Source: an optimization exercise on an open RTL-to-GDS flow (aim: small area, a short achievable clock period and few clock cycles). Production flows keep margins and buffers that such runs may drop.
RTL that was checked went through simulation tests only; none was proved equivalent to the original.
Function not checked in runs 1, 4 and 5: the RTL went through the layout flow alone.

===== flow/config.mk =====
export PLATFORM = sky130hd
export DESIGN_NAME = sha256_stream
export DESIGN_NICKNAME = sha256_stream
export VERILOG_FILES = /design/flow/design.v
export SDC_FILE = /design/flow/constraint.sdc
export NUM_CORES = 4
export LEC_CHECK = 0
export CAP_MARGIN = 20
export CORE_MARGIN = 2
export CORE_UTILIZATION = 60
export CTS_BUF_LIST = sky130_fd_sc_hd__clkbuf_8
export CTS_CLUSTER_SIZE = 30
export SETUP_SLACK_MARGIN = 5
export SLEW_MARGIN = 20

===== flow/run.sh =====
#!/bin/bash
# synth_recipe.tcl (not shown) runs the flow's synth.tcl, then flattens the netlist and writes it again
# the make line also repeats each setting of config.mk as NAME=value (left out here)
make -C /OpenROAD-flow-scripts/flow DESIGN_CONFIG=/design/flow/config.mk WORK_HOME=/design/flow/orfs CLKGATE_MAP_FILE= SYNTH_SCRIPT=/design/flow/synth_recipe.tcl finish

===== flow/constraint.sdc =====
create_clock -name core_clock -period 10.0 [get_ports {clk}]
set_input_delay 2.0000 -clock core_clock [delete_from_list [all_inputs] [get_ports {clk}]]
set_output_delay 2.0000 -clock core_clock [all_outputs]
set_load 0.01 [all_outputs]

===== flow/design.v =====
module sha256_stream (
    input  wire         clk,
    input  wire         rst,           
    input  wire         start,         
    input  wire         mode,          
    input  wire         in_valid,
    output wire         in_ready,
    input  wire [31:0]  in_data,       
    input  wire         in_last,
    input  wire [2:0]   in_nbytes,     
    output wire [255:0] digest,
    output wire         digest_valid
);
    reg         busy;       
    reg         pre;        
    reg  [6:0]  t;          
    reg  [3:0]  slot;       
    reg  [5:0]  kidx;       
    reg  [31:0] k_n;        
    reg         open;       
    reg         need80;     
    reg         fits;       
    reg         fin;        
    reg         done;       
    reg         rotating;   
    reg  [3:0]  rot;        
    reg  [15:0] nbytes;     
    reg         ib_valid;
    reg  [31:0] ib_data;
    reg         ib_last;
    reg  [2:0]  ib_nbytes;
    reg  [31:0] a, b, c, d, e, f, g, h;
    reg  [31:0] ys, yc;             
    reg  [31:0] p0, p1, p2, p3;     
    reg  [31:0] q0, q1, q2, q3;     
    reg  [31:0] w [0:15];           
    integer i;
    wire        t63   = (t == 7'd63);
    wire        t64   = t[6];
    wire        emit  = t64 || t63 || (t < 7'd14);
    wire        want  = busy && emit && open;   
    wire        wait0 = want && pre && t63 && !ib_valid;
    wire        stall = want && (rotating || !ib_valid) && !wait0;
    wire        adv   = busy && !stall && !wait0;   
    wire        rnd   = adv && !pre;            
    wire        fold  = (t >= 7'd61);           
    wire        take  = want && !rotating && ib_valid;   
    assign in_ready     = !ib_valid || take;
    assign digest_valid = done;
    assign digest       = {p0, p1, p2, p3, q0, q1, q2, q3};
    wire        k_adv = adv && !t63;
    reg  [31:0] k_rom;
    always @(*) begin
        case (kidx)
            6'd0:  k_rom = 32'h428a2f98; 6'd1:  k_rom = 32'h71374491;
            6'd2:  k_rom = 32'hb5c0fbcf; 6'd3:  k_rom = 32'he9b5dba5;
            6'd4:  k_rom = 32'h3956c25b; 6'd5:  k_rom = 32'h59f111f1;
            6'd6:  k_rom = 32'h923f82a4; 6'd7:  k_rom = 32'hab1c5ed5;
            6'd8:  k_rom = 32'hd807aa98; 6'd9:  k_rom = 32'h12835b01;
            6'd10: k_rom = 32'h243185be; 6'd11: k_rom = 32'h550c7dc3;
            6'd12: k_rom = 32'h72be5d74; 6'd13: k_rom = 32'h80deb1fe;
            6'd14: k_rom = 32'h9bdc06a7; 6'd15: k_rom = 32'hc19bf174;
            6'd16: k_rom = 32'he49b69c1; 6'd17: k_rom = 32'hefbe4786;
            6'd18: k_rom = 32'h0fc19dc6; 6'd19: k_rom = 32'h240ca1cc;
            6'd20: k_rom = 32'h2de92c6f; 6'd21: k_rom = 32'h4a7484aa;
            6'd22: k_rom = 32'h5cb0a9dc; 6'd23: k_rom = 32'h76f988da;
            6'd24: k_rom = 32'h983e5152; 6'd25: k_rom = 32'ha831c66d;
            6'd26: k_rom = 32'hb00327c8; 6'd27: k_rom = 32'hbf597fc7;
            6'd28: k_rom = 32'hc6e00bf3; 6'd29: k_rom = 32'hd5a79147;
            6'd30: k_rom = 32'h06ca6351; 6'd31: k_rom = 32'h14292967;
            6'd32: k_rom = 32'h27b70a85; 6'd33: k_rom = 32'h2e1b2138;
            6'd34: k_rom = 32'h4d2c6dfc; 6'd35: k_rom = 32'h53380d13;
            6'd36: k_rom = 32'h650a7354; 6'd37: k_rom = 32'h766a0abb;
            6'd38: k_rom = 32'h81c2c92e; 6'd39: k_rom = 32'h92722c85;
            6'd40: k_rom = 32'ha2bfe8a1; 6'd41: k_rom = 32'ha81a664b;
            6'd42: k_rom = 32'hc24b8b70; 6'd43: k_rom = 32'hc76c51a3;
            6'd44: k_rom = 32'hd192e819; 6'd45: k_rom = 32'hd6990624;
            6'd46: k_rom = 32'hf40e3585; 6'd47: k_rom = 32'h106aa070;
            6'd48: k_rom = 32'h19a4c116; 6'd49: k_rom = 32'h1e376c08;
            6'd50: k_rom = 32'h2748774c; 6'd51: k_rom = 32'h34b0bcb5;
            6'd52: k_rom = 32'h391c0cb3; 6'd53: k_rom = 32'h4ed8aa4a;
            6'd54: k_rom = 32'h5b9cca4f; 6'd55: k_rom = 32'h682e6ff3;
            6'd56: k_rom = 32'h748f82ee; 6'd57: k_rom = 32'h78a5636f;
            6'd58: k_rom = 32'h84c87814; 6'd59: k_rom = 32'h8cc70208;
            6'd60: k_rom = 32'h90befffa; 6'd61: k_rom = 32'ha4506ceb;
            6'd62: k_rom = 32'hbef9a3f7; default: k_rom = 32'hc67178f2;
        endcase
    end
    wire [31:0] s0  = {a[1:0], a[31:2]} ^ {a[12:0], a[31:13]} ^ {a[21:0], a[31:22]};
    wire [31:0] mj  = (a & b) | (a & c) | (b & c);
    wire [31:0] u_s = ys ^ yc ^ mj;
    wire [31:0] u_c = {((ys & yc) | (ys & mj) | (yc & mj)), 1'b0};
    wire [31:0] v_s = u_s ^ u_c ^ s0;
    wire [31:0] v_c = {((u_s & u_c) | (u_s & s0) | (u_c & s0)), 1'b0};
    wire [31:0] r_s = ys ^ yc ^ d;
    wire [31:0] r_c = {((ys & yc) | (ys & d) | (yc & d)), 1'b0};
    wire [31:0] a_new = v_s + v_c;
    wire [31:0] e_new = r_s + r_c;
    wire [31:0] pa = p3 + a;
    wire [31:0] qe = q3 + e;
    wire [31:0] hn   = t64 ? q2 : g;
    wire [31:0] w15  = w[15];
    wire [31:0] x_s  = hn ^ k_n ^ w15;
    wire [31:0] x_c  = {((hn & k_n) | (hn & w15) | (k_n & w15)), 1'b0};
    wire [31:0] p_n  = x_s + x_c;
    wire [31:0] en   = t64 ? qe : e_new;
    wire [31:0] fn   = t64 ? q0 : e;
    wire [31:0] gn   = t64 ? q1 : f;
    wire [31:0] s1n  = {en[5:0], en[31:6]} ^ {en[10:0], en[31:11]} ^ {en[24:0], en[31:25]};
    wire [31:0] chn  = (en & fn) ^ (~en & gn);
    wire [31:0] ys_n = p_n ^ s1n ^ chn;
    wire [31:0] yc_n = {((p_n & s1n) | (p_n & chn) | (s1n & chn)), 1'b0};
    wire [31:0] w1  = w[1];
    wire [31:0] w14 = w[14];
    wire [31:0] ss0 = {w1[6:0], w1[31:7]} ^ {w1[17:0], w1[31:18]} ^ (w1 >> 3);
    wire [31:0] ss1 = {w14[16:0], w14[31:17]} ^ {w14[18:0], w14[31:19]} ^ (w14 >> 10);
    wire [31:0] m_s = ss1 ^ w[9] ^ ss0;
    wire [31:0] m_c = {((ss1 & w[9]) | (ss1 & ss0) | (w[9] & ss0)), 1'b0};
    wire [31:0] n_s = m_s ^ m_c ^ w[0];
    wire [31:0] n_c = {((m_s & m_c) | (m_s & w[0]) | (m_c & w[0])), 1'b0};
    wire [31:0] w_new = n_s + n_c;
    reg  [31:0] last_word;
    always @(*) begin
        case (ib_nbytes)
            3'd0:    last_word = 32'h80000000;
            3'd1:    last_word = {ib_data[31:24], 24'h800000};
            3'd2:    last_word = {ib_data[31:16], 16'h8000};
            3'd3:    last_word = {ib_data[31:8], 8'h80};
            default: last_word = ib_data;
        endcase
    end
    wire [31:0] pad_word = need80 ? 32'h80000000 :
                           (fits && slot == 4'd15) ? {13'd0, nbytes, 3'd0} : 32'h0;
    wire [31:0] msg_word = open ? (ib_last ? last_word : ib_data) : pad_word;
    wire [31:0] w_in     = emit ? msg_word : w_new;
    always @(posedge clk) begin
        if (rst) begin
            busy     <= 1'b0;
            pre      <= 1'b0;
            t        <= 7'd63;
            slot     <= 4'd0;
            open     <= 1'b0;
            need80   <= 1'b0;
            fits     <= 1'b0;
            fin      <= 1'b0;
            done     <= 1'b0;
            rotating <= 1'b0;
            rot      <= 4'd0;
            nbytes   <= 16'd0;
        end else if (start) begin
            busy     <= 1'b1;
            pre      <= 1'b1;
            t        <= 7'd63;
            slot     <= 4'd0;
            open     <= 1'b1;
            need80   <= 1'b0;
            fits     <= 1'b0;
            fin      <= 1'b0;
            done     <= 1'b0;
            rotating <= 1'b0;
            rot      <= 4'd0;
            nbytes   <= 16'd0;
        end else if (stall) begin
            rot <= rot + 4'd1;
            if (!rotating)
                rotating <= 1'b1;
            else if (rot == 4'd15)
                rotating <= 1'b0;
        end else if (adv) begin
            if (t64) begin
                t   <= 7'd0;
                pre <= 1'b0;
            end else begin
                t <= t + 7'd1;
            end
            if (emit) begin
                slot <= slot + 4'd1;
                if (open) begin
                    nbytes <= nbytes + (ib_last ? {13'd0, ib_nbytes} : 16'd4);
                    if (ib_last) begin
                        open   <= 1'b0;
                        need80 <= (ib_nbytes == 3'd4);
                        fits   <= (slot <= 4'd13);
                    end
                end else if (need80) begin
                    need80 <= 1'b0;
                    fits   <= (slot <= 4'd13);
                end else if (slot == 4'd0) begin
                    fits <= 1'b1;
                end else if (slot == 4'd15 && fits) begin
                    fin <= 1'b1;
                end
            end
            if (rnd && t64 && fin) begin
                busy <= 1'b0;
                done <= 1'b1;
            end
        end
    end
    always @(posedge clk) begin
        if (start) begin
            kidx <= 6'd1;
            k_n  <= 32'h428a2f98;
        end else if (k_adv) begin
            kidx <= kidx + 6'd1;
            k_n  <= k_rom;
        end
    end
    always @(posedge clk) begin
        if (rst || start)
            ib_valid <= 1'b0;
        else if (in_valid && in_ready)
            ib_valid <= 1'b1;
        else if (take)
            ib_valid <= 1'b0;
    end
    always @(posedge clk) begin
        if (in_valid && in_ready) begin
            ib_data   <= in_data;
            ib_last   <= in_last;
            ib_nbytes <= in_nbytes;
        end
    end
    always @(posedge clk) begin
        for (i = 0; i < 15; i = i + 1)
            w[i] <= w[i + 1];
        w[15] <= stall ? w[0] : w_in;
    end
    always @(posedge clk) begin
        if (stall) begin
            a <= h; b <= a; c <= b; d <= c;
            e <= d; f <= e; g <= f; h <= g;
        end else if (pre && !t64) begin
            a <= 32'd0; b <= a; c <= b; d <= c;
            e <= 32'd0; f <= e; g <= f; h <= g;
        end else if (t64) begin
            a <= pa; b <= p0; c <= p1; d <= p2;
            e <= qe; f <= q0; g <= q1; h <= q2;
        end else begin
            a <= a_new; b <= a; c <= b; d <= c;
            e <= e_new; f <= e; g <= f; h <= g;
        end
    end
    always @(posedge clk) begin
        if (!stall) begin
            ys <= ys_n;
            yc <= yc_n;
        end
    end
    wire fold_en = adv && fold && !(pre && !t64);
    always @(posedge clk) begin
        if (start) begin
            if (mode) begin
                p0 <= 32'h367cd507; p1 <= 32'h3070dd17; p2 <= 32'hf70e5939; p3 <= 32'hc1059ed8;
                q0 <= 32'h68581511; q1 <= 32'h64f98fa7; q2 <= 32'hbefa4fa4; q3 <= 32'hffc00b31;
            end else begin
                p0 <= 32'hbb67ae85; p1 <= 32'h3c6ef372; p2 <= 32'ha54ff53a; p3 <= 32'h6a09e667;
                q0 <= 32'h9b05688c; q1 <= 32'h1f83d9ab; q2 <= 32'h5be0cd19; q3 <= 32'h510e527f;
            end
        end else if (fold_en) begin
            p0 <= pa; p1 <= p0; p2 <= p1; p3 <= p2;
            q0 <= qe; q1 <= q0; q2 <= q1; q3 <= q2;
        end
    end
endmodule

==> impl_metrics.ini, run 1 <==
[run_status]
outcome = finished clean

[setup_path]
worstReg2RegStart = ys[1]$_DFFE_PN_
path_cells = fa_1 > ha_1 > inv_1 > fa_1 > nand2b_1 > a21oi_2 > o311ai_2 > a21oi_1 > nor2_1 > xnor2_1 > o21ai_1 > xnor2_1 > xnor2_1 > fa_1
ff2ff_setup_slack_ps = 5030
worst_ep_required_time_ps = 10650
largest_stage_delay_on_the_critical_path_ps = 780
worst-path-max-fanout = 5
worstRegToRegCells = 14
r2r-end = ys[2]$_DFFE_PN_
timing.critical_path.buf_inv = 1
worst_path_dominant_cell_family = adder cells
crit_slowest_cell = o21ai_1
cp.arrival_ps = 5620
end_kind = flop
worst_setup_path_type = reg2reg
timing.critical_path.from_type = flop

[routing]
routed_via_density = 6.088
wl_um = 184300
wl_per_cell_um = 26.75
route.vias.total = 41940
postRouteAntennaNets = 0
post-route-drc-count = 0
drt-initial-drc-count = 5959
dr.pass1.iters = 6

[hold_path]
worstHoldPathType = reg2reg
timing.hold.worst_endpoint = w[9][21]$_DFF_P_
hold-path-cell-count = 0
worst_hold_startpoint = w[10][21]$_DFF_P_

[placed_design]
dp.cells = 6526
dp_hpwl_um = 137100
port_buffers = 298
finalWeightedCongestion = 0.9971

[cts]
tritoncts.num_buffers = 184
cts_max_level = 4
clock_insertion_delay_worst_skew_ps = 920
cts.reportedPaths.clkPinSlew_ps = 70
tritoncts_clock_tree = yes
cts_max_path_buffers = 3
cts-root-buf = clkbuf_8
clkSinkCount = 1201

[synth]
post_synth_instance_area_um2 = 55800
ys_seq_elements = 1201
synthesis.nets = 5685
synthDistinctLibCells = 95
synth.avg_cell_area_um2 = 10.71
yosysSeqAreaShare_pct = 49.46
post_synth_xor_area_fraction_pct = 6.897
yosys-mux-area-fraction_pct = 2.985
synth_edf_count = 355
synth_top_family_by_area = compound AO/OA/AOI/OAI gates
count_of_warnings_emitted_by_yosys = 2
post_synth_fa_ha_maj_area_fraction_pct = 13.18
syn-instance-count = 5212
postSynth.topFlopCell = dfxtp_1
post_synth_and_or_nand_nor_area_fraction_pct = 10.96
fraction_of_registers_with_async_set_reset_pct = 0
synth_compound_gate_area_share_pct = 13.53

[global_route]
antenna_violations_before_repair = 15
grt_first_pass_wirelength_um = 265600
grtUsageTotal_pct = 38.38
grt_start_max_net_pins = 142
grt_pass1_vias = 39720
global_route.overflow_total = 0

[cells_and_area]
layout_overhead_on_the_synthesized_area_pct = 14.78
nNetsFinal = 5954
mostFrequentLayoutCell = dfxtp_1
layout.cells.non_filler = 6889
layout-drive-gt1-share_pct = 9.665
postLayoutCoreUtil_pct = 69.66
final_cell_mix = 837 x dfxtp_1, 672 x nand2_1, 355 x edfxtp_1, 303 x xnor2_1, 296 x clkdlybuf4s50_1
largest_register_ff_count = 512
max_flop_register = w

[timing]
grt_setup_unrepaired = true
hold_viol_final = 0
finalSetupViolations = 0
worstMarginPinSlew_ps = 1114
max_freq_mhz = 201.2
fin_setup_tns_ps = 0
timing.slew.headroom_pct = 23.59
slew_viol_final = 0
finalWorstPathRequiredPeriod_ps = 4969
setup_skew_ps = 69.59
post-route-period-util_pct = 49.69

[floorplanning]
rows = 111
floorplan.die.height_um = 309.0
die_width_um = 309.0
start_util_pct = 60.69
floorplan.io_pins = 299
die_outline_area_um2 = 95460
core_area_um2 = 91940

[run]
drv.max_cap_violation_count = 0
[metrics by stage]
stage	setup slack [ps]	hold WS, ps	instance area, um2
after floorplan	5055	309.6	55810
after global placement	4607	309.5	59740
after detailed placement	4552	312.1	59740
after CTS	4989	272.4	63860
after global routing	4952	269.7	64040
final	5031	268.2	64050
[synth_stat cells, types with 8 or more instances]
| master | instances | share of area, % |
|---|---|---|
| a211oi_1 | 50 | 0.67 |
| and3_1 | 33 | 0.37 |
| a22oi_1 | 8 | 0.11 |
| o31ai_1 | 18 | 0.24 |
| buf_1 | 25 | 0.17 |
| o211ai_1 | 50 | 0.67 |
| nor3_1 | 46 | 0.41 |
| nand4_1 | 21 | 0.24 |
| a31oi_1 | 49 | 0.55 |
| and2_1 | 20 | 0.22 |
| clkbuf_1 | 237 | 1.6 |
| o21ai_0 | 297 | 2.7 |
| mux2i_1 | 39 | 0.70 |
| or3_1 | 19 | 0.21 |
| nand2b_1 | 30 | 0.34 |
| maj3_1 | 30 | 0.54 |
| inv_1 | 173 | 1.2 |
| xnor2_1 | 304 | 4.8 |
| a21boi_0 | 9 | 0.12 |
| a21bo_2 | 9 | 0.16 |
| nor3b_1 | 8 | 0.11 |
| a221o_1 | 11 | 0.20 |
| a21oi_1 | 264 | 2.4 |
| mux2_2 | 68 | 1.4 |
| or2_2 | 69 | 0.77 |
| dfxtp_1 | 846 | 30 |
| xor2_1 | 131 | 2.1 |
| nor2_1 | 284 | 1.9 |
| a221oi_1 | 36 | 0.57 |
| edfxtp_1 | 355 | 19 |
| o311ai_0 | 13 | 0.20 |
| fa_1 | 220 | 7.9 |
| o21ai_1 | 13 | 0.12 |
| nor2b_1 | 75 | 0.84 |
| o22ai_1 | 13 | 0.15 |
| o21bai_1 | 22 | 0.30 |
| mux4_2 | 20 | 0.81 |
| nand2_1 | 675 | 4.5 |
| a21o_1 | 114 | 1.5 |
| nand3_1 | 66 | 0.59 |
| o21a_1 | 89 | 1.2 |
| ha_1 | 212 | 4.8 |
| a311oi_1 | 14 | 0.22 |
[worst max-delay path by stage]
stage | from | endpoint | slack [ps] | cells past startpoint
6_report | ys[1]$_DFFE_PN_ | ys[2]$_DFFE_PN_ | 5030 | 14
5_1_grt | a[1]$_DFF_P_ | a[31]$_DFF_P_ | 4950 | 18
4_1_cts | t[1]$_SDFFE_PP1P_ | in_ready | 4990 | 7
3_5_place_dp | t[6]$_SDFFE_PP0P_ | ys[28]$_DFFE_PN_ | 4550 | 15
3_3_place_gp | t[6]$_SDFFE_PP0P_ | ys[28]$_DFFE_PN_ | 4610 | 15
2_1_floorplan | start | p0[0]$_SDFFCE_PP1P_ | 5060 | 4
[logic make-up (layout without fill, tap and decap cells)]
family / after synthesis / count (layout)
simple gates: 1374 / 1374
flops: 1201 / 1201
compound gates: 1166 / 1166
fa+ha+maj: 462 / 462
buf+inv: 442 / 869
xor+xnor: 437 / 437
mux: 130 / 130
other cells: 0 / 7
[what timing repair did]
action	4_1_cts	5_1_grt
hold buffers	0	0
endpoints found under the setup margin	27	29
pin swaps	1	3
gates cloned	2	2
setup buffers	2	6
gates resized for setup	11	17
[per-layer routing]
metal | track usage, % | wire length [um]
met3 | 8.989 | 22020
met4 | 13.16 | 6501
met2 | 53.69 | 76100
met5 | 0 | 13
met1 | 58.14 | 79670
[area by class of cell]
class	instances	area, um2
clock inverter	119	910.9
clock buffer	225	3097
inverter	178	673.1
tap	1243	1555
antenna	7	17.52
timing repair buffer	347	3483
fill	6823	27890
multi-input combinational	3569	26700
sequential	1201	27620
==> run 2: changes to the inputs <==
--- a/flow/design.v
+++ b/flow/design.v
@@ -48,10 +48,10 @@
     assign in_ready     = !ib_valid || take;
     assign digest_valid = done;
     assign digest       = {p0, p1, p2, p3, q0, q1, q2, q3};
-    wire        k_adv = adv && !t63;
+    wire [5:0]  kidx_n = (adv && !t63) ? kidx + 6'd1 : kidx;
     reg  [31:0] k_rom;
     always @(*) begin
-        case (kidx)
+        case (kidx_n)
             6'd0:  k_rom = 32'h428a2f98; 6'd1:  k_rom = 32'h71374491;
             6'd2:  k_rom = 32'hb5c0fbcf; 6'd3:  k_rom = 32'he9b5dba5;
             6'd4:  k_rom = 32'h3956c25b; 6'd5:  k_rom = 32'h59f111f1;
@@ -199,10 +199,10 @@
     end
     always @(posedge clk) begin
         if (start) begin
-            kidx <= 6'd1;
+            kidx <= 6'd0;
             k_n  <= 32'h428a2f98;
-        end else if (k_adv) begin
-            kidx <= kidx + 6'd1;
+        end else begin
+            kidx <= kidx_n;
             k_n  <= k_rom;
         end
     end
==> run 2 against run 1 <==
Compared with the run above: worst hold slack better by 3.8 ps; routed wire length up 3.1%; area after synthesis down 0.99%; final area about the same; sequential share of layout area about the same; via count up 0.70%; utilization up 0.35 points; highest routed layer unchanged; clock-buffer cell count up 7; clock skew down 0.77 ps; flip-flop and latch count unchanged.
==> impl_metrics.ini, run 2 <==
[setup_path]
worst_ep_required_time_ps = 10660
r2r-end = ys[8]$_DFFE_PN_
end_kind = flop
worst_setup_path_type = reg2reg
cp.arrival_ps = 5610
timing.critical_path.from_type = flop
worst-path-max-fanout = 4
worstReg2RegStart = ys[1]$_DFFE_PN_
worstRegToRegCells = 16
ff2ff_setup_slack_ps = 5050

[floorplanning]
die_outline_area_um2 = 94520
die_width_um = 307.4
rows = 111
floorplan.io_pins = 299
core_area_um2 = 91520
floorplan.die.height_um = 307.4
start_util_pct = 60.36

[cells_and_area]
max_flop_register = w
mostFrequentLayoutCell = dfxtp_1
layout-drive-gt1-share_pct = 11.40
final_cell_mix = 833 x dfxtp_1, 612 x nand2_1, 355 x edfxtp_1, 307 x xnor2_1, 305 x a21oi_1
largest_register_ff_count = 512
nNetsFinal = 5882
layout_overhead_on_the_synthesized_area_pct = 15.99

[global_route]
global_route.usage.met1_pct = 57.50
grt_start_max_net_pins = 178
grt_pass1_vias = 40340
grt_most_used_layer = met1
antenna_violations_before_repair = 16
grtUsageTotal_pct = 39.79
grt.met2_usage_pct = 56.17
grt_first_pass_wirelength_um = 272100
grt_met3_usage_pct = 11.00
global_route.overflow_total = 0

[synth]
syn-instance-count = 5111
yosysTopAreaCell = dfxtp_1
synthesis.nets = 5584
post_synth_most_frequent_cells = 846 x dfxtp_1, 617 x nand2_1, 355 x edfxtp_1
post_synth_instance_area_um2 = 55250
postSynth.topFlopCell = dfxtp_1
fraction_of_registers_with_async_set_reset_pct = 0
ys_seq_elements = 1201
synth_top_area_share_pct = 30.66
synthDistinctLibCells = 99
synth_edf_count = 355
synth.avg_cell_area_um2 = 10.81
synth_most_common_cell = dfxtp_1
count_of_warnings_emitted_by_yosys = 2
yosysSeqAreaShare_pct = 49.95
synth_area_leaders = dfxtp_1 31%, edfxtp_1 19%, fa_1 8.0%

[routing]
dr.pass1.iters = 6
drt-initial-drc-count = 5518
postRouteAntennaNets = 0
wl_per_cell_um = 28.11
route.vias.total = 42230
post-route-drc-count = 0
wl_um = 190100
routed_via_density = 6.246

[timing]
post-route-period-util_pct = 49.48
fin_setup_tns_ps = 0
finalWorstPathRequiredPeriod_ps = 4948
slew_viol_final = 0
timing.slew.headroom_pct = 18.59
finalSetupViolations = 0
setup_skew_ps = 68.82
worstMarginPinSlew_ps = 1208
max_freq_mhz = 202.1
grt_setup_unrepaired = true
hold_viol_final = 0
fin_hold_ws_ps = 272.0

[cts]
cts_max_path_buffers = 3
cts.reportedPaths.clkPinSlew_ps = 70
tritoncts.num_buffers = 186
clkSinkCount = 1201
post_cts_hold_buffer_count = 0
cts-root-buf = clkbuf_8
clock_insertion_delay_worst_skew_ps = 950
cts_max_level = 4
tritoncts_clock_tree = yes

[placed_design]
port_buffers = 298
finalWeightedCongestion = 1.030
dp_hpwl_um = 140100

[run_status]
outcome = finished clean

[hold_path]
worstHoldPathType = reg2reg
worst_hold_startpoint = w[3][26]$_DFF_P_
timing.hold.worst_endpoint = w[2][26]$_DFF_P_
hold-path-cell-count = 0

[run]
drv.max_cap_violation_count = 0
[run 2: cell types whose count changed after synthesis, moves of 11 or more]
cell | before | now
xnor2_1 | 304 | 319
and3_1 | 33 | 21
o21ai_0 | 297 | 258
nand2_1 | 675 | 617
o21ai_1 | 13 | 56
nand3_1 | 66 | 55
clkbuf_1 | 237 | 195
a21oi_1 | 264 | 309
inv_1 | 173 | 196
a21o_1 | 114 | 71
buf_2 | 2 | 28
o211ai_1 | 50 | 29
a31oi_1 | 49 | 36
o21a_1 | 89 | 78
[run 2: worst max-delay path, stage by stage, from the launching register on]
cell and delay (ps):
edfxtp_1 410, fa_1 530, ha_1 230, inv_1 80, fa_1 440, nor2b_1 210
o2111a_1 250, nor3_1 100, o21a_1 220, o21ai_0 160, a21oi_1 120, o21bai_1 180
a21oi_1 130, xnor2_2 370, mux2i_1 330, xnor2_1 390, fa_1 510
[run 2: worst max-delay path by stage]
stage,from,end,slack [ps],depth (start not counted)
2_1_floorplan,t[1]$_SDFFE_PP1P_,p0[0]$_SDFFCE_PP1P_,4320,8
3_3_place_gp,t[6]$_SDFFE_PP0P_,ys[29]$_DFFE_PN_,4360,14
3_5_place_dp,t[6]$_SDFFE_PP0P_,ys[29]$_DFFE_PN_,4310,14
4_1_cts,t[0]$_SDFFE_PP1P_,in_ready,4800,6
5_1_grt,ys[1]$_DFFE_PN_,ys[17]$_DFFE_PN_,4910,16
6_report,ys[1]$_DFFE_PN_,ys[8]$_DFFE_PN_,5050,16
[run 2: kinds of logic after synthesis]
logic type               share of synthesized area [%]
XOR/XNOR                                         7.175
buffers and inverters                            3.094
AO/OA/AOI/OAI                                    13.07
multiplexers                                     2.971
AND/OR/NAND/NOR                                  10.42
flip-flops                                       49.95
adder cells (fa/ha/maj)                          13.32
[run 2: cell type report]
| cell class | instances | area (um2) |
|---|---|---|
| flip-flops and latches | 1201 | 27620 |
| fillers | 6631 | 27440 |
| multi-input cells | 3467 | 26490 |
| repair buffers | 353 | 3483 |
| clock buffers | 232 | 3193 |
| well taps | 1186 | 1484 |
| clock inverters | 115 | 1042 |
| inverters | 200 | 755.7 |
| diodes | 8 | 20.02 |
[run 2: per-layer routing]
| metal | vias up | share of wire [%] |
|---|---|---|
| li1 | 18350 | - |
| met1 | 20630 | 41 |
| met2 | 2810 | 42 |
| met3 | 431 | 13 |
| met4 | 6 | 4.4 |
| met5 | - | 0.022 |
[run 2: through the flow]
stage | area [um2] | util [%] | cells | setup WS [ps]
3_3_place_gp | 59180 | 64.66 | 6389 | 4357
3_5_place_dp | 59180 | 64.66 | 6389 | 4312
4_1_cts | 63600 | 69.49 | 6739 | 4800
5_1_grt | 64070 | 70.00 | 6756 | 4912
2_1_floorplan | 55330 | - | 5111 | 4323
6_report | 64080 | 70.01 | 6762 | 5052
[run 2: what timing repair did]
| item | in CTS | in global routing |
|---|---|---|
| buffers inserted | 2 | 14 |
| gates resized for setup | 21 | 69 |
| gates cloned | 1 | 1 |
| endpoints found under the hold margin | 0 | 0 |
| pin swaps | 0 | 13 |
| setup endpoints to repair | 47 | 62 |
Testbench counts of run 2, summed over its fixed seeds: cycles 49,063.
==> run 3: changes to the inputs <==
==> flow/flow/run.sh (new file) <==
#!/bin/bash
set -euo pipefail
sed 's#^make -C \(\S*\) #make -C \1 BUFFER_PORTS_ARGS="-buffer_cell sky130_fd_sc_hd__buf_2" #' standard.sh > standard_b.sh
grep -q 'BUFFER_PORTS_ARGS' standard_b.sh
bash standard_b.sh > flow.log 2>&1
==> flow/standard.sh (new file) <==
#!/bin/bash
# synth_recipe.tcl (not shown) runs the flow's synth.tcl, then flattens the netlist and writes it again
# the make line also repeats each setting of config.mk as NAME=value (left out here)
make -C /OpenROAD-flow-scripts/flow DESIGN_CONFIG=/design/flow/config.mk WORK_HOME=/design/flow/orfs CLKGATE_MAP_FILE= SYNTH_SCRIPT=/design/flow/synth_recipe.tcl "${@:-finish}"
removed: flow/run.sh
==> run 3 against run 2 <==
Compared with the run above: still clean on timing, DRC and antenna; first-iteration DRC count up 5.0%; global-route usage shrank 1.2 points; critical path depth shrank 2; utilization decreased by 2.1 points; routed wire length shrank 3.5%; clock-buffer cell count unchanged; clock skew shrank 24 ps; cell count about the same; sequential share of layout area increased by 1.3 points; critical path type unchanged; largest cell class unchanged.
==> impl_metrics.ini, run 3 <==
[cells_and_area]
mostFrequentLayoutCell = dfxtp_1
layout.cells.non_filler = 6764
nNetsFinal = 5880
largest_register_ff_count = 512
final_cell_mix = 842 x dfxtp_1, 612 x nand2_1, 355 x edfxtp_1, 311 x xnor2_1, 306 x a21oi_1
filler_cell_count = 7031
max_flop_register = w
layout_overhead_on_the_synthesized_area_pct = 12.57
layout-drive-gt1-share_pct = 15.73
final_cell_area_um2 = 62190

[synth]
post_synth_xor_area_fraction_pct = 7.175
synth.avg_cell_area_um2 = 10.81
post_synth_most_frequent_cells = 846 x dfxtp_1, 617 x nand2_1, 355 x edfxtp_1
yosysTopAreaCell = dfxtp_1
post_synth_fa_ha_maj_area_fraction_pct = 13.32
synthDistinctLibCells = 99
yosys-mux-area-fraction_pct = 2.971
synth_edf_count = 355
ys_seq_elements = 1201
fraction_of_registers_with_async_set_reset_pct = 0
post_synth_and_or_nand_nor_area_fraction_pct = 10.42
count_of_warnings_emitted_by_yosys = 2
synth_compound_gate_area_share_pct = 13.07
synthesis.nets = 5584
yosysSeqAreaShare_pct = 49.95
synth_area_leaders = dfxtp_1 31%, edfxtp_1 19%, fa_1 8.0%
postSynth.topFlopCell = dfxtp_1
post_synth_instance_area_um2 = 55250
synth_top_family_by_area = adder cells
synth_top_area_share_pct = 30.66
synth_most_common_cell = dfxtp_1
syn-instance-count = 5111

[global_route]
global_route.overflow_total = 0
grt_start_max_net_pins = 129
grt_pass1_vias = 39420
grtUsageTotal_pct = 38.62
grt_first_pass_wirelength_um = 264400
antenna_violations_before_repair = 18

[cts]
cts.reportedPaths.clkPinSlew_ps = 70
cts-root-buf = clkbuf_8
post_cts_hold_buffer_count = 0
tritoncts_clock_tree = yes
tritoncts.num_buffers = 188
clock_insertion_delay_worst_skew_ps = 920
cts_max_level = 4
cts_max_path_buffers = 3
clkSinkCount = 1201

[setup_path]
cp.arrival_ps = 5730
end_kind = flop
worstRegToRegCells = 14
worst_setup_path_type = reg2reg
timing.critical_path.from_type = flop
worst_ep_required_time_ps = 10780
worst-path-max-fanout = 6

[routing]
postRouteAntennaNets = 0
route.vias.total = 41580
drt-initial-drc-count = 5794
dr.pass1.iters = 8
post-route-drc-count = 0
wl_um = 183300
wl_per_cell_um = 27.11
routed_via_density = 6.147

[floorplanning]
core_area_um2 = 91520
die_outline_area_um2 = 94520
die_width_um = 307.4
floorplan.io_pins = 299
floorplan.die.height_um = 307.4
start_util_pct = 60.36
rows = 111

[timing]
max_freq_mhz = 202.0
worstMarginPinSlew_ps = 1047
timing.slew.headroom_pct = 28.18
slew_viol_final = 0
fin_hold_ws_ps = 298.4
fin_setup_tns_ps = 0
grt_setup_unrepaired = true
finalWorstPathRequiredPeriod_ps = 4951
setup_skew_ps = 44.65
post-route-period-util_pct = 49.51
hold_viol_final = 0
finalSetupViolations = 0

[placed_design]
dp_hpwl_um = 137400
dp.cells = 6392
finalWeightedCongestion = 1.027
port_buffers = 298
dpl_cell_area_um2 = 57710

[run_status]
outcome = finished clean

[run]
drv.max_cap_violation_count = 0

[hold_path]
worstHoldPathType = reg2reg
hold-path-cell-count = 0
## run 3: changes by cell type in the layout (fill, tap and decap cells not counted), sizes merged
cell | before | now
buf | 54 | 349
bufbuf | 1 | 0
bufinv | 9 | 8
clkdlybuf4s50 | 296 | 0
clkinv | 47 | 33
clkinvlp | 5 | 0
diode | 8 | 9
dlymetal6s2s | 1 | 0
inv | 254 | 279
nand2 | 618 | 617
## run 3: per-stage QoR
step | setup WS, ps | util, %
global route | 4944 | 67.93
CTS | 4916 | 67.63
finish | 5049 | 67.95
detailed placement | 4455 | 63.06
global placement | 4532 | 63.06
floorplan | 4323 | -
## run 3: critical path, stage by stage (launching register included)
cell and delay (ps):
dfxtp_1 410, maj3_1 520, fa_1 490, fa_1 480, ha_1 240, or4_1 570
o2111ai_2 300, a21boi_1 160, o311ai_1 450, nand2_1 200, a31oi_2 300, o211ai_1 170
a21oi_1 280, xor2_1 170, o21ai_1 70
## run 3: cell families after synthesis
group / after synthesis
adder cells (fa/ha/maj): 462
multiplexers: 127
XOR/XNOR: 447
AND/OR/NAND/NOR: 1300
buffers and inverters: 444
AO/OA/AOI/OAI: 1130
flip-flops: 1201
## run 3: worst paths after layout
check                     from                end  slack [ps]
min          w[11][27]$_DFF_P_  w[10][27]$_DFF_P_         300
max               a[4]$_DFF_P_      a[31]$_DFF_P_        5050
max reg2reg       a[4]$_DFF_P_      a[31]$_DFF_P_        5050
min reg2reg  w[11][27]$_DFF_P_  w[10][27]$_DFF_P_         300
## run 3: timing repair
| item | 4_1_cts | 5_1_grt |
|---|---|---|
| setup endpoints to repair | 39 | 56 |
| resized for setup | 11 | 37 |
| endpoints found under the hold margin | 0 | 0 |
| setup buffers | 2 | 9 |
| pin swaps | 0 | 10 |
## run 3: final cells by class
type | count | area [um2] | area share (%)
clock buffer | 232 | 3193 | 5.134
tap | 1186 | 1484 | 2.386
antenna | 9 | 22.52 | 0.03621
clock inverter | 120 | 884.6 | 1.422
timing repair buffer | 350 | 1984 | 3.191
multi-input combinational | 3466 | 26260 | 42.23
inverter | 200 | 755.7 | 1.215
sequential | 1201 | 27600 | 44.39
## run 3: per-layer routing
metal  up-vias  share of wire [%]  wire [um]  GRT usage (%)
met5         -              0.051         94              0
met4        14                4.3       7895          15.62
met3       412                 13      22960          10.28
li1      18370                  -          -              -
met2      2633                 41      74590          53.04
met1     20150                 42      77820          57.67
==> run 4: changes to the inputs <==
--- a/flow/design.v
+++ b/flow/design.v
@@ -48,10 +48,10 @@
     assign in_ready     = !ib_valid || take;
     assign digest_valid = done;
     assign digest       = {p0, p1, p2, p3, q0, q1, q2, q3};
-    wire [5:0]  kidx_n = (adv && !t63) ? kidx + 6'd1 : kidx;
+    wire        k_adv = adv && !t63;
     reg  [31:0] k_rom;
     always @(*) begin
-        case (kidx_n)
+        case (kidx)
             6'd0:  k_rom = 32'h428a2f98; 6'd1:  k_rom = 32'h71374491;
             6'd2:  k_rom = 32'hb5c0fbcf; 6'd3:  k_rom = 32'he9b5dba5;
             6'd4:  k_rom = 32'h3956c25b; 6'd5:  k_rom = 32'h59f111f1;
@@ -92,8 +92,9 @@
     wire [31:0] u_c = {((ys & yc) | (ys & mj) | (yc & mj)), 1'b0};
     wire [31:0] v_s = u_s ^ u_c ^ s0;
     wire [31:0] v_c = {((u_s & u_c) | (u_s & s0) | (u_c & s0)), 1'b0};
-    wire [31:0] r_s = ys ^ yc ^ d;
-    wire [31:0] r_c = {((ys & yc) | (ys & d) | (yc & d)), 1'b0};
+    wire [31:0] dx  = t64 ? q3 : d;
+    wire [31:0] r_s = ys ^ yc ^ dx;
+    wire [31:0] r_c = {((ys & yc) | (ys & dx) | (yc & dx)), 1'b0};
     wire [31:0] a_new = v_s + v_c;
     wire [31:0] e_new = r_s + r_c;
     wire [31:0] pa = p3 + a;
@@ -103,13 +104,15 @@
     wire [31:0] x_s  = hn ^ k_n ^ w15;
     wire [31:0] x_c  = {((hn & k_n) | (hn & w15) | (k_n & w15)), 1'b0};
     wire [31:0] p_n  = x_s + x_c;
-    wire [31:0] en   = t64 ? qe : e_new;
+    wire [31:0] en   = e_new;
     wire [31:0] fn   = t64 ? q0 : e;
     wire [31:0] gn   = t64 ? q1 : f;
     wire [31:0] s1n  = {en[5:0], en[31:6]} ^ {en[10:0], en[31:11]} ^ {en[24:0], en[31:25]};
     wire [31:0] chn  = (en & fn) ^ (~en & gn);
-    wire [31:0] ys_n = p_n ^ s1n ^ chn;
-    wire [31:0] yc_n = {((p_n & s1n) | (p_n & chn) | (s1n & chn)), 1'b0};
+    wire [31:0] x1_s = p_n ^ s1n ^ chn;
+    wire [31:0] x1_c = {((p_n & s1n) | (p_n & chn) | (s1n & chn)), 1'b0};
+    wire [31:0] ys_n = !t63 ? x1_s : pre ? 32'd0 : e_new;
+    wire [31:0] yc_n = !t63 ? x1_c : 32'd0;
     wire [31:0] w1  = w[1];
     wire [31:0] w14 = w[14];
     wire [31:0] ss0 = {w1[6:0], w1[31:7]} ^ {w1[17:0], w1[31:18]} ^ (w1 >> 3);
@@ -199,10 +202,10 @@
     end
     always @(posedge clk) begin
         if (start) begin
-            kidx <= 6'd0;
+            kidx <= 6'd1;
             k_n  <= 32'h428a2f98;
-        end else begin
-            kidx <= kidx_n;
+        end else if (k_adv) begin
+            kidx <= kidx + 6'd1;
             k_n  <= k_rom;
         end
     end
@@ -235,7 +238,7 @@
             e <= 32'd0; f <= e; g <= f; h <= g;
         end else if (t64) begin
             a <= pa; b <= p0; c <= p1; d <= p2;
-            e <= qe; f <= q0; g <= q1; h <= q2;
+            e <= e_new; f <= q0; g <= q1; h <= q2;
         end else begin
             a <= a_new; b <= a; c <= b; d <= c;
             e <= e_new; f <= e; g <= f; h <= g;
==> flow/flow/run.sh (replaced) <==
#!/bin/bash
set -euo pipefail
sed -e 's/SETUP_SLACK_MARGIN=[0-9.]*/SETUP_SLACK_MARGIN=5.8/' \
    -e 's#^make -C \(\S*\) #make -C \1 BUFFER_PORTS_ARGS="-buffer_cell sky130_fd_sc_hd__buf_2" #' \
    standard.sh > standard_b.sh
grep -q 'BUFFER_PORTS_ARGS' standard_b.sh
grep -q 'SETUP_SLACK_MARGIN=5.8' standard_b.sh
bash standard_b.sh > flow.log 2>&1
==> run 4 against run 3 <==
Compared with the run above: still clean; final area rose by 7.8%; critical path depth rose by 7; cell count rose by 4.2%; synthesized cell count rose by 1.1%; global-route usage fell by 0.34 points; worst hold slack got worse by 14 ps.
==> impl_metrics.ini, run 4 <==
[setup_path]
worst_path_dominant_cell_family = compound AO/OA/AOI/OAI gates
crit_slowest_cell = dfxtp_4
worst_setup_path_type = reg2reg
path_cells = buf_16 > mux2_4 > fa_1 > ha_4 > inv_2 > fa_2 > nor2b_2 > o31a_1 > o21ai_4 > a211oi_4 > a21boi_2 > o21ai_2 > and3_4 > a311oi_4 > o21ai_2 > xnor2_4 > buf_4 > buf_6 > xnor2_4 > fa_2 > a22o_1
timing.critical_path.buf_inv = 4
cp.arrival_ps = 6070
end_kind = flop
worstRegToRegCells = 21
worst-path-max-fanout = 7
cp_num_cells = 21
worst_ep_required_time_ps = 10670
largest_stage_delay_on_the_critical_path_ps = 540
timing.critical_path.from_type = flop

[floorplanning]
start_util_pct = 60.28
core_area_um2 = 92910
floorplan.io_pins = 299
rows = 112
floorplan.die.height_um = 309.5
die_width_um = 309.5
die_outline_area_um2 = 95800

[synth]
synth_top_area_share_pct = 30.24
synthDistinctLibCells = 103
synth_edf_count = 355
fraction_of_registers_with_async_set_reset_pct = 0
synth.avg_cell_area_um2 = 10.84
count_of_warnings_emitted_by_yosys = 2
synth_area_leaders = dfxtp_1 30%, edfxtp_1 19%, fa_1 7.9%
post_synth_instance_area_um2 = 56000
yosysSeqAreaShare_pct = 49.28
syn-instance-count = 5168
yosysTopAreaCell = dfxtp_1
synthesis.nets = 5641
post_synth_most_frequent_cells = 846 x dfxtp_1, 632 x nand2_1, 355 x edfxtp_1
postSynth.topFlopCell = dfxtp_1
ys_seq_elements = 1201
synth_most_common_cell = dfxtp_1

[cells_and_area]
max_flop_register = w
layout.area.seq_um2 = 27760
filler_cell_count = 6648
layout-drive-gt1-share_pct = 24.67
multi_input_area_um2 = 29210
final_cell_mix = 783 x dfxtp_1, 626 x nand2_1, 355 x edfxtp_1, 297 x buf_2, 288 x nor2_1
mostFrequentLayoutCell = dfxtp_1
nNetsFinal = 6100
layout.cells.non_filler = 7046
largest_register_ff_count = 512
layout_overhead_on_the_synthesized_area_pct = 19.70

[routing]
dr.pass1.iters = 7
wl_um = 187200
wl_per_cell_um = 26.57
drt-initial-drc-count = 5673
route.vias.total = 43080
post-route-drc-count = 0
postRouteAntennaNets = 0
routed_via_density = 6.115

[placed_design]
dp_hpwl_um = 131100
port_buffers = 298
finalWeightedCongestion = 1.000
dp.cells = 6513

[run_status]
outcome = finished clean

[hold_path]
worstHoldPathType = reg2reg
hold-path-cell-count = 0

[cts]
tritoncts.num_buffers = 189
cts-root-buf = clkbuf_8
cts_max_level = 4
cts.reportedPaths.clkPinSlew_ps = 70
post_cts_hold_buffer_count = 0
tritoncts_clock_tree = yes
clock_insertion_delay_worst_skew_ps = 950
clkSinkCount = 1201
cts_max_path_buffers = 3

[timing]
hold_viol_final = 0
timing.slew.headroom_pct = 16.15
slew_viol_final = 0
max_freq_mhz = 185.4
finalWorstPathRequiredPeriod_ps = 5393
setup_skew_ps = 66.47
finalSetupViolations = 0
grt_setup_unrepaired = true
worstMarginPinSlew_ps = 1258
post-route-period-util_pct = 53.93
fin_setup_tns_ps = 0

[global_route]
global_route.overflow_total = 0
antenna_violations_before_repair = 8
grt_pass1_vias = 40840
grt_first_pass_wirelength_um = 267700
grt_start_max_net_pins = 126
grtUsageTotal_pct = 38.28

[run]
drv.max_cap_violation_count = 0
-- run 4: area by class of cell --
class / instances / area share, %
Multi-Input combinational cell: 3521 / 43.57
Sequential cell: 1201 / 41.40
Timing Repair Buffer: 531 / 5.583
Clock buffer: 219 / 4.496
Tap cell: 1254 / 2.341
Clock inverter: 133 / 1.544
Inverter: 183 / 1.049
Antenna cell: 4 / 0.01493
-- run 4: final timing paths --
kind | slack (ps) | end | start
max | 4610 | ys[23]$_DFFE_PN_ | t[6]$_SDFFE_PP0P_
min | 280 | w[4][29]$_DFF_P_ | w[5][29]$_DFF_P_
max reg2reg | 4610 | ys[23]$_DFFE_PN_ | t[6]$_SDFFE_PP0P_
min reg2reg | 280 | w[4][29]$_DFF_P_ | w[5][29]$_DFF_P_
-- run 4: repair_timing --
item                       4_1_cts  5_1_grt
gates cloned                     5        0
resized for setup              342      210
pin swaps                      164      145
setup buffers                  117       55
setup endpoints to repair      319      251
hold endpoints to repair         0        0
-- run 4: worst register-to-register path, cell delays in order, from the launching register on --
cell and delay (ps):
dfxtp_4 540, buf_16 200, mux2_4 330, fa_1 520, ha_4 140, inv_2 30
fa_2 340, nor2b_2 130, o31a_1 270, o21ai_4 130, a211oi_4 290, a21boi_2 130
o21ai_2 220, and3_4 250, a311oi_4 110, o21ai_2 250, xnor2_4 140, buf_4 170
buf_6 120, xnor2_4 160, fa_2 450, a22o_1 220
-- run 4: routing by layer --
| layer | GRT usage, % | vias to the layer above | routed length (um) |
|---|---|---|---|
| met5 | 0 | - | 40 |
| met4 | 15.30 | 6 | 8147 |
| met1 | 55.23 | 21230 | 77880 |
| met2 | 55.61 | 2441 | 80540 |
| met3 | 9.099 | 455 | 20590 |
| li1 | - | 18950 | - |
-- run 4: logic make-up (layout without fill, tap and decap cells) --
group	after synthesis	after routing	share of synthesized area, %
buffers and inverters	446	1066	3.000
other	0	4	0
AND/OR/NAND/NOR	1373	1373	11.01
flip-flops	1201	1201	49.28
adder cells (fa/ha/maj)	462	462	13.14
AO/OA/AOI/OAI	1119	1119	13.28
XOR/XNOR	431	431	6.881
multiplexers	136	136	3.416
-- run 4: through the flow --
| stage | util (%) | worst slack, ps | hold WS, ps | area (um2) |
|---|---|---|---|---|
| floorplan | - | 4823 | 309.5 | 56240 |
| global placement | 63.21 | 3916 | 309.6 | 58730 |
| detailed placement | 63.21 | 3854 | 312.1 | 58730 |
| CTS | 70.45 | 4708 | 283.3 | 65450 |
| global route | 72.15 | 4535 | 291.6 | 67030 |
| finish | 72.15 | 4607 | 283.9 | 67040 |
==> run 5: changes to the inputs <==
==> flow/run.sh (new file) <==
#!/bin/bash
# synth_recipe.tcl (not shown) runs the flow's synth.tcl, then flattens the netlist and writes it again
# the make line also repeats each setting of config.mk as NAME=value (left out here)
make -C /OpenROAD-flow-scripts/flow DESIGN_CONFIG=/design/flow/config.mk WORK_HOME=/design/flow/orfs CLKGATE_MAP_FILE= SYNTH_SCRIPT=/design/flow/synth_recipe.tcl finish
removed: flow/flow/run.sh
removed: flow/standard.sh
==> run 5 against run 4 <==
Compared with the run above: clock skew grew 7.8 ps; still clean; global-route usage shrank 0.71 points; critical path type unchanged.
==> impl_metrics.ini, run 5 <==
[routing]
wl_per_cell_um = 26.26
drt-initial-drc-count = 5357
route.vias.total = 42450
routed_via_density = 6.091
postRouteAntennaNets = 0
post-route-drc-count = 0
dr.pass1.iters = 7
wl_um = 183000

[cells_and_area]
filler_cell_count = 6713
largest_register_ff_count = 512
max_flop_register = w
mostFrequentLayoutCell = dfxtp_1
layout-drive-gt1-share_pct = 14.87
layout_overhead_on_the_synthesized_area_pct = 19.10
final_cell_mix = 817 x dfxtp_1, 629 x nand2_1, 355 x edfxtp_1, 297 x nor2_1, 296 x clkdlybuf4s50_1
nNetsFinal = 6021

[synth]
synth_most_common_cell = dfxtp_1
synth_top_area_share_pct = 30.24
fraction_of_registers_with_async_set_reset_pct = 0
count_of_warnings_emitted_by_yosys = 2
synthDistinctLibCells = 103
yosysTopAreaCell = dfxtp_1
yosysSeqAreaShare_pct = 49.28
post_synth_instance_area_um2 = 56000
postSynth.topFlopCell = dfxtp_1
synthesis.nets = 5641
syn-instance-count = 5168
synth.avg_cell_area_um2 = 10.84
post_synth_most_frequent_cells = 846 x dfxtp_1, 632 x nand2_1, 355 x edfxtp_1
synth_edf_count = 355
synth_area_leaders = dfxtp_1 30%, edfxtp_1 19%, fa_1 7.9%
ys_seq_elements = 1201

[cts]
cts_max_path_buffers = 3
tritoncts_clock_tree = yes
clock_insertion_delay_worst_skew_ps = 960
clkSinkCount = 1201
cts-root-buf = clkbuf_8
post_cts_hold_buffer_count = 0
cts_max_level = 4
tritoncts.num_buffers = 188
cts.reportedPaths.clkPinSlew_ps = 70

[setup_path]
worst_setup_path_type = reg2reg
worstReg2RegStart = t[6]$_SDFFE_PP0P_
cp.arrival_ps = 6020
ff2ff_setup_slack_ps = 4660
end_kind = flop
worst_ep_required_time_ps = 10670
worstRegToRegCells = 21
worst-path-max-fanout = 7
timing.critical_path.from_type = flop
r2r-end = ys[19]$_DFFE_PN_

[run_status]
outcome = finished clean

[global_route]
antenna_violations_before_repair = 6
grtUsageTotal_pct = 37.57
grt_start_max_net_pins = 147
global_route.overflow_total = 0
grt_first_pass_wirelength_um = 262800
grt_pass1_vias = 39900

[floorplanning]
die_outline_area_um2 = 95800
start_util_pct = 60.28
rows = 112
core_area_um2 = 92910
floorplan.io_pins = 299
die_width_um = 309.5
floorplan.die.height_um = 309.5

[timing]
grt_setup_unrepaired = true
finalWorstPathRequiredPeriod_ps = 5344
fin_setup_tns_ps = 0
finalSetupViolations = 0
post-route-period-util_pct = 53.44
hold_viol_final = 0
worstMarginPinSlew_ps = 1095
fin_hold_ws_ps = 264.3
max_freq_mhz = 187.1
slew_viol_final = 0
timing.slew.headroom_pct = 27.01
setup_skew_ps = 74.28

[hold_path]
worst_hold_startpoint = w[4][28]$_DFF_P_
worstHoldPathType = reg2reg
timing.hold.worst_endpoint = w[3][28]$_DFF_P_
hold-path-cell-count = 0

[placed_design]
dp_hpwl_um = 130000
port_buffers = 298
finalWeightedCongestion = 1.001

[run]
drv.max_cap_violation_count = 0
[run 5: cell counts after synthesis]
No cell type changed its count.
[run 5: cell type report]
cell class | count | area, um2 | area share, %
diodes | 7 | 17.52 | 0.02626
clock buffers | 221 | 3042 | 4.560
clock inverters | 130 | 1033 | 1.549
inverters | 183 | 691.9 | 1.037
multi-input cells | 3521 | 28120 | 42.15
flip-flops and latches | 1201 | 27640 | 41.44
well taps | 1254 | 1569 | 2.352
repair buffers | 453 | 4591 | 6.882
[run 5: kinds of logic after synthesis]
family / synth area share, %
simple gates: 11.01
xor+xnor: 6.881
flops: 49.28
fa+ha+maj: 13.14
buf+inv: 3.000
mux: 3.416
compound gates: 13.28
[run 5: how the worst max path moves through the flow]
stage | slack [ps] | start | end
after floorplan | 4750 | t[6]$_SDFFE_PP0P_ | ys[29]$_DFFE_PN_
after global placement | 3920 | t[6]$_SDFFE_PP0P_ | ys[29]$_DFFE_PN_
after detailed placement | 3820 | t[6]$_SDFFE_PP0P_ | ys[27]$_DFFE_PN_
after CTS | 4760 | t[6]$_SDFFE_PP0P_ | ys[29]$_DFFE_PN_
after global routing | 4530 | t[6]$_SDFFE_PP0P_ | ys[19]$_DFFE_PN_
final | 4660 | t[6]$_SDFFE_PP0P_ | ys[19]$_DFFE_PN_
[run 5: routing by layer]
| layer | GRT usage (%) | vias to the layer above | wire, um |
|---|---|---|---|
| met5 | 0 | - | 11 |
| met4 | 15.74 | 2 | 8241 |
| met3 | 9.345 | 444 | 21360 |
| met2 | 53.29 | 2483 | 77100 |
| met1 | 54.76 | 20730 | 76310 |
| li1 | - | 18790 | - |
[run 5: what timing repair did]
action,4_1_cts,5_1_grt
resized for setup,91,160
setup endpoints to repair,193,75
gates cloned,4,1
setup buffers,51,49
pin swaps,55,82
[run 5: stage by stage]
stage               area, um2  setup WS, ps  instances  utilization [%]
CTS                     65410          4757       6913            70.40
global placement        60170          3918       6507            64.76
finish                  66700          4656       6970            71.79
global route            66690          4531       6965            71.78
floorplan               56180          4755       5168                -
detailed placement      60170          3816       6507            64.76
[run 5: critical path: stages (launching register included)]
cell and delay [ps]:
dfxtp_4 480, buf_12 150, mux2_4 300, fa_1 490, ha_2 190, inv_2 40, fa_2 350, nor2b_2 140
o31a_1 190, buf_6 140, o21ai_4 70, a211oi_4 310, a21boi_2 110, o21ai_2 170, and3_4 240, buf_6 120
a31oi_4 110, xnor2_4 340, xnor2_2 140, xnor2_2 240, fa_2 470, a22o_1 250

port drivers added, routing unchanged:
No port has a modelled driver above. Below, the same layouts with a new extraction and two added sets of constraints. Step 1 (the two cells are an assumption about what drives the block):
set clk [get_ports {clk}]
set_driving_cell -lib_cell sky130_fd_sc_hd__clkbuf_16 $clk
set_driving_cell -lib_cell sky130_fd_sc_hd__buf_2 [delete_from_list [all_inputs] $clk]
Step 2, shift: input delay + t, output delay - t, t = (earliest + latest rising clock arrival at the registers) / 2. This alone moves slack from input paths to output paths. a / b / c = no drivers / after step 1 / after step 2; a / b = the first two.
run	t (ns)	slack for setup (ns)	worst setup path at the end	worst register clock-pin slew, ns	pins driven straight from the clock port
run 1	0.956	5.031 / 5.031 / 5.031	register to register	0.08 / 0.08	1
run 2	0.992	5.052 / 5.052 / 5.052	register to register	0.07 / 0.07	1
run 3	0.972	5.049 / 5.049 / 5.049	register to register	0.08 / 0.08	1
run 4	0.991	4.607 / 4.607 / 4.607	register to register	0.08 / 0.08	1
run 5	1.003	4.656 / 4.656 / 4.656	register to register	0.07 / 0.07	1
After both steps setup and hold are still met in every run listed.
